This design comes from an exercise in tuning for small area on the open sky130 flow, not from production work.
Function was checked by simulation only, so behaviour that the tests miss may differ from the original.
Power is estimated from default activity; no workload was simulated.

==> flow/design.v (excerpt) <==
module slip_rom_link (
    input  wire        clk,
    input  wire        rst,
    input  wire        req_valid,
    output wire        req_ready,
    input  wire [1:0]  req_kind,      
    input  wire [31:0] req_arg0,
    input  wire [31:0] req_arg1,
    input  wire        cancel,        
    output wire        tx_valid,
    output wire [7:0]  tx_data,
    input  wire        tx_ready,
    input  wire        rx_valid,
    input  wire [7:0]  rx_data,
    output reg         cpl_valid,
    output wire [4:0]  cpl_code,
    output wire [7:0]  cpl_op,
    output wire [7:0]  cpl_status,
    output wire [31:0] cpl_value,
    output reg  [3:0]  diag,
    input  wire        diag_clr
);
    reg        pend_await;
    reg [1:0]  kind;           
    reg [31:0] arg0, arg1;
    wire tx_busy;
    assign req_ready = !pend_await && !tx_busy;
    wire accept = req_valid && req_ready;
    always @(posedge clk) begin
        if (accept) begin
            kind <= req_kind;
            arg0 <= req_arg0;
            arg1 <= req_arg1;
        end
    end
    rom_req_tx u_tx (
        .clk      (clk),
        .rst      (rst),
  ...
==> module slip_deframer, before the edit <==
module slip_deframer (
    input  wire        clk,
    input  wire        rst,
    input  wire        rx_valid,
    input  wire [7:0]  rx_data,
    output wire        frame_done,    
    output wire        short_pkt,     
    output wire        short_val,     
    output wire [2:0]  pcls,          
    output reg  [7:0]  p2_n,          
    output reg  [31:0] value_n,       
    output wire        bad_esc,       
    output wire        ovf            
);
    reg [7:0] len;
    reg       esc;
    reg [2:0] cls;                    
    wire idle  = (len == 8'd0);
    wire is_c0 = (rx_data == 8'hC0);
    wire is_db = (rx_data == 8'hDB);
    wire is_dx = (rx_data[7:1] == 7'b1101_110);    
    wire in_frame = rx_valid && !idle && !esc;
    wire in_esc   = rx_valid && !idle && esc;
    wire do_end   = in_frame && is_c0 && (len != 8'd1);
    wire do_bad   = in_esc && !is_dx;
    wire do_app   = (rx_valid && idle && is_c0) ||
                    (in_frame && !is_db && !(is_c0 && len == 8'd1)) ||
                    (in_esc && is_dx);
    wire full     = len[7];
    wire store    = do_app && !full;
    wire [7:0] app_byte = esc ? {2'b11, 1'b0, rx_data[0], rx_data[0], 1'b0,
                                 rx_data[0], rx_data[0]} : rx_data;
    always @(posedge clk) begin
        if (rst || do_end || do_bad)
            len <= 8'd0;
        else if (store)
            len <= len + 8'd1;
    end
    always @(posedge clk) begin
        if (rx_valid)
            esc <= !idle && !esc && is_db;
    end
    wire [7:0] b = rx_data;
    wire op_like = !esc && b[7:4] == 4'h0 && !b[0] &&
                   (b[3:1] == 3'b100 || b[3:1] == 3'b101 || b[3:1] == 3'b001 || b[3:1] == 3'b010);
    wire [2:0] bcls = op_like ? {1'b0, !b[3], b[2] | (b[3] & b[1])} : 3'b100;
    always @(posedge clk) begin
        if (store && len == 8'd1)
            cls <= (!esc && b == 8'h01) ? 3'b100 : 3'b110;
        else if (store && len == 8'd2 && cls[2:1] != 2'b11)
            cls <= bcls;
        if (store && len == 8'd3)
            p2_n <= ~app_byte;
        if (store && len[7:4] == 4'd0 &&
            (len[3] ? len[2:0] == 3'd0 : (len[2] && len[1:0] != 2'd0)))
            value_n <= {~app_byte, value_n[31:8]};
    end
    assign frame_done = do_end;
    assign short_pkt  = (len < 8'd4) || (cls[2:1] == 2'b11);
    assign short_val  = (len < 8'd9);
    assign pcls       = cls;
    assign bad_esc    = do_bad;
    assign ovf        = do_app && full;
endmodule
==> module rom_req_tx, before the edit <==
module rom_req_tx (
    input  wire        clk,
    input  wire        rst,
    input  wire        start,
    input  wire [1:0]  kind,          
    input  wire [31:0] arg0,
    input  wire [31:0] arg1,
    output wire        busy,
    output wire        tx_valid,
    output reg  [7:0]  tx_data,
    input  wire        tx_ready
);
    reg [5:0] pos;
    reg       esc2;
    assign busy     = (pos != 6'd0);
    assign tx_valid = busy;
    wire k_sync = (kind == 2'd0);
    wire k_fb   = (kind == 2'd2);
    wire hdr   = (pos[5:3] == 3'b001);
    wire pay   = (pos[5:4] == 2'b01);
    wire w0    = pay & (pos[3:2] == 2'd0);
    wire sel_a = w0 & (kind[1] ^ kind[0]);                   
    wire sel_n = pay & k_fb & (pos[3:2] == 2'd1);
    wire sel_b = pay & k_fb & (pos[3:2] == 2'd3);
    wire [3:0] bk = {pos[1:0] == 2'd3, pos[1:0] == 2'd2, pos[1:0] == 2'd1, pos[1:0] == 2'd0};
    wire [3:0] sa = {4{sel_a}} & bk;
    wire [3:0] sn = {4{sel_n}} & bk;
    wire [3:0] sb = {4{sel_b}} & bk;
    wire [7:0] ma = ({8{sa[0]}} & arg0[31:24]) | ({8{sa[1]}} & arg0[23:16]) |
                    ({8{sa[2]}} & arg0[15:8])  | ({8{sa[3]}} & arg0[7:0]);
    wire [7:0] mn = ({8{sn[1]}} & {2'b00, arg0[31:26]}) | ({8{sn[2]}} & arg0[25:18]) |
                    ({8{sn[3]}} & arg0[17:10]);
    wire [7:0] mb = ({8{sb[0]}} & arg1[31:24]) | ({8{sb[1]}} & arg1[23:16]) |
                    ({8{sb[2]}} & arg1[15:8])  | ({8{sb[3]}} & arg1[7:0]);
    wire c3  = (arg0[9:0] != 10'd0);
    wire c2  = c3 & (&arg0[17:10]);
    wire c1  = c2 & (&arg0[25:18]);
    wire cin = (sn[1] & c1) | (sn[2] & c2) | (sn[3] & c3);
    wire [7:0] nb  = (ma | mn) + {7'd0, cin};
    wire [7:0] dbyte = nb | mb;
    reg [7:0] cbyte;                                           
    always @(*) begin
        cbyte = 8'h00;
        if (pos[5:1] == 5'd3)                                  
            cbyte = 8'hC0;
        else if (hdr && pos[2:0] == 3'd1)
            cbyte = {4'h0, ~kind[1], kind[1] & kind[0], kind[1] ^ kind[0], 1'b0};
        else if (hdr && pos[2:0] == 3'd2)
            cbyte = k_sync ? 8'h24 : k_fb ? 8'h10 : 8'h04;
        else if (w0 && k_sync)
            cbyte = (pos[1:0] == 2'd0 || pos[1:0] == 2'd1) ? 8'h07 :
                    (pos[1:0] == 2'd2) ? 8'h12 : 8'h20;
        else if (k_sync && !hdr && !w0)
            cbyte = 8'h55;
        else if (pay && k_fb && pos[3:0] == 4'd10)
            cbyte = 8'h04;
    end
    wire [7:0] p       = dbyte | cbyte;
    wire       special = (dbyte == 8'hC0) || (dbyte == 8'hDB);
    wire last = k_sync ? (pos == 6'd51) : k_fb ? (pos == 6'd31) : (pos == 6'd19);
    always @(*) begin
        tx_data[7] = p[7];
        tx_data[6] = p[6];
        tx_data[5] = p[5];
        tx_data[4] = p[4] | special;
        tx_data[3] = p[3] | special;
        tx_data[2] = p[2] | esc2;
        tx_data[1] = (p[1] | special) & ~esc2;
        tx_data[0] = p[0] | (special & ~esc2);
    end
    always @(posedge clk) begin
        if (rst) begin
            pos <= 6'd0;
        end else if (start) begin
            pos <= 6'd7;
        end else if (busy && tx_ready) begin
            if (pos == 6'd6)
                pos <= 6'd0;
            else if (esc2 || !special) begin
                if (last)
                    pos <= 6'd6;
                else
                    pos <= pos + 6'd1;
            end
        end
    end
    always @(posedge clk) begin
        if (start)
            esc2 <= 1'b0;
        else if (busy && tx_ready)
            esc2 <= !esc2 && special;
    end
endmodule
clock: 10.0 ns
lec_check: 0
cap_margin: 20
core_margin: 2
core_utilization: 40
place_density: 0.6
slew_margin: 20
standard.sh (not shown) runs the stock make flow with config.mk's settings and CLKGATE_MAP_FILE= SYNTH_SCRIPT=/design/flow/synth_recipe.tcl, a recipe that flattens the netlist after the stock synthesis.
==> flow/flow/run.sh <==
#!/bin/bash
set -euo pipefail
here=$PWD
rm -rf "$here/scripts_area"
mkdir -p "$here/scripts_area"
cp -r "$FLOW_HOME"/scripts/. "$here/scripts_area/"
cp "$here/flow/abc.script" "$here/scripts_area/abc_speed.script"
cp "$here/flow/abc.script" "$here/scripts_area/abc_area.script"
bash standard.sh SCRIPTS_DIR="$here/scripts_area" ADDER_MAP_FILE= synth > synth.log 2>&1
bash standard.sh \
  BUFFER_PORTS_ARGS="-buffer_cell sky130_fd_sc_hd__buf_1" \
  CTS_ARGS="-sink_clustering_enable -repair_clock_nets -dont_use_dummy_load -buf_list sky130_fd_sc_hd__clkbuf_4 -sink_clustering_size 12 -sink_clustering_max_diameter 50" \
  finish > layout.log 2>&1
==> flow/flow/abc.script <==
strash
&get -n
&fraig -x
&put
dc2
strash
&get -n
&dch -f
&nf -R 1000
&put
Edit:
--- a/flow/design.v
+++ b/flow/design.v
@@ -49,12 +49,11 @@
             cls <= (!esc && b == 8'h01) ? 3'b100 : 3'b110;
         else if (store && len == 8'd2 && cls[2:1] != 2'b11)
             cls <= bcls;
         if (store && len == 8'd3)
             p2_n <= ~app_byte;
-        if (store && len[7:4] == 4'd0 &&
-            (len[3] ? len[2:0] == 3'd0 : (len[2] && len[1:0] != 2'd0)))
+        if (store && len < 8'd9)
             value_n <= {~app_byte, value_n[31:8]};
     end
     assign frame_done = do_end;
     assign short_pkt  = (len < 8'd4) || (cls[2:1] == 2'b11);
     assign short_val  = (len < 8'd9);
@@ -74,11 +73,11 @@
     output reg  [7:0]  tx_data,
     input  wire        tx_ready
 );
     reg [5:0] pos;
     reg       esc2;
-    assign busy     = (pos != 6'd0);
+    assign busy     = (pos != 6'd6);
     assign tx_valid = busy;
     wire k_sync = (kind == 2'd0);
     wire k_fb   = (kind == 2'd2);
     wire hdr   = (pos[5:3] == 3'b001);
     wire pay   = (pos[5:4] == 2'b01);
@@ -100,14 +99,15 @@
     wire c2  = c3 & (&arg0[17:10]);
     wire c1  = c2 & (&arg0[25:18]);
     wire cin = (sn[1] & c1) | (sn[2] & c2) | (sn[3] & c3);
     wire [7:0] nb  = (ma | mn) + {7'd0, cin};
     wire [7:0] dbyte = nb | mb;
+    wire close = k_sync ? (pos == 6'd52) : k_fb ? (pos == 6'd32) : (pos == 6'd20);
     reg [7:0] cbyte;                                           
     always @(*) begin
         cbyte = 8'h00;
-        if (pos[5:1] == 5'd3)                                  
+        if (pos == 6'd7 || close)                              
             cbyte = 8'hC0;
         else if (hdr && pos[2:0] == 3'd1)
             cbyte = {4'h0, ~kind[1], kind[1] & kind[0], kind[1] ^ kind[0], 1'b0};
         else if (hdr && pos[2:0] == 3'd2)
             cbyte = k_sync ? 8'h24 : k_fb ? 8'h10 : 8'h04;
@@ -119,11 +119,10 @@
         else if (pay && k_fb && pos[3:0] == 4'd10)
             cbyte = 8'h04;
     end
     wire [7:0] p       = dbyte | cbyte;
     wire       special = (dbyte == 8'hC0) || (dbyte == 8'hDB);
-    wire last = k_sync ? (pos == 6'd51) : k_fb ? (pos == 6'd31) : (pos == 6'd19);
     always @(*) begin
         tx_data[7] = p[7];
         tx_data[6] = p[6];
         tx_data[5] = p[5];
         tx_data[4] = p[4] | special;
@@ -131,24 +130,14 @@
         tx_data[2] = p[2] | esc2;
         tx_data[1] = (p[1] | special) & ~esc2;
         tx_data[0] = p[0] | (special & ~esc2);
     end
     always @(posedge clk) begin
-        if (rst) begin
-            pos <= 6'd0;
-        end else if (start) begin
-            pos <= 6'd7;
-        end else if (busy && tx_ready) begin
-            if (pos == 6'd6)
-                pos <= 6'd0;
-            else if (esc2 || !special) begin
-                if (last)
-                    pos <= 6'd6;
-                else
-                    pos <= pos + 6'd1;
-            end
-        end
+        if (rst || (tx_ready && close))
+            pos <= 6'd6;
+        else if (start || (busy && tx_ready && (esc2 || !special)))
+            pos <= pos + 6'd1;
     end
     always @(posedge clk) begin
         if (start)
             esc2 <= 1'b0;
         else if (busy && tx_ready)
Core utilization fell by 0.12 points.
Wire length came out lower by 2.2%.
Worst setup slack improved by 0.43 ns.
Clock power stays flat.
Fmax grows by about 6%.
Sequential cell count stays the same.
Cell area goes down by 1.0%.
Hold slack loses 0.032 ns.
Global-route usage falls by 0.59 points.
Via count shrinks by about 2.7%.
Register-to-register slack improved by 0.29 ns.

==> port drivers added, routing unchanged <==
In the flow no input, the clock included, has a driving cell. The finished layouts below were timed again as built, in two steps.
Step 1: set_driving_cell puts a clkbuf_16 on clk and a buf_2 on each other input, an assumption about the parent block.
Step 2 moves the port delays by t, midway between the first and last clock arrival at a register: inputs arrive t later, outputs are due t later. That takes back most of the time a late clock gives input paths.
Three values: ideal ports, drivers, drivers and shift; two values: the first two.
run	t (ns)	setup slack, ns	worst hold slack (ns)
the first run	0.556	2.565 / 2.529 / 3.085	0.453 / 0.453 / 0.453
the second run	0.554	2.995 / 2.961 / 3.516	0.421 / 0.421 / 0.421
After both steps every run listed still meets setup and hold.
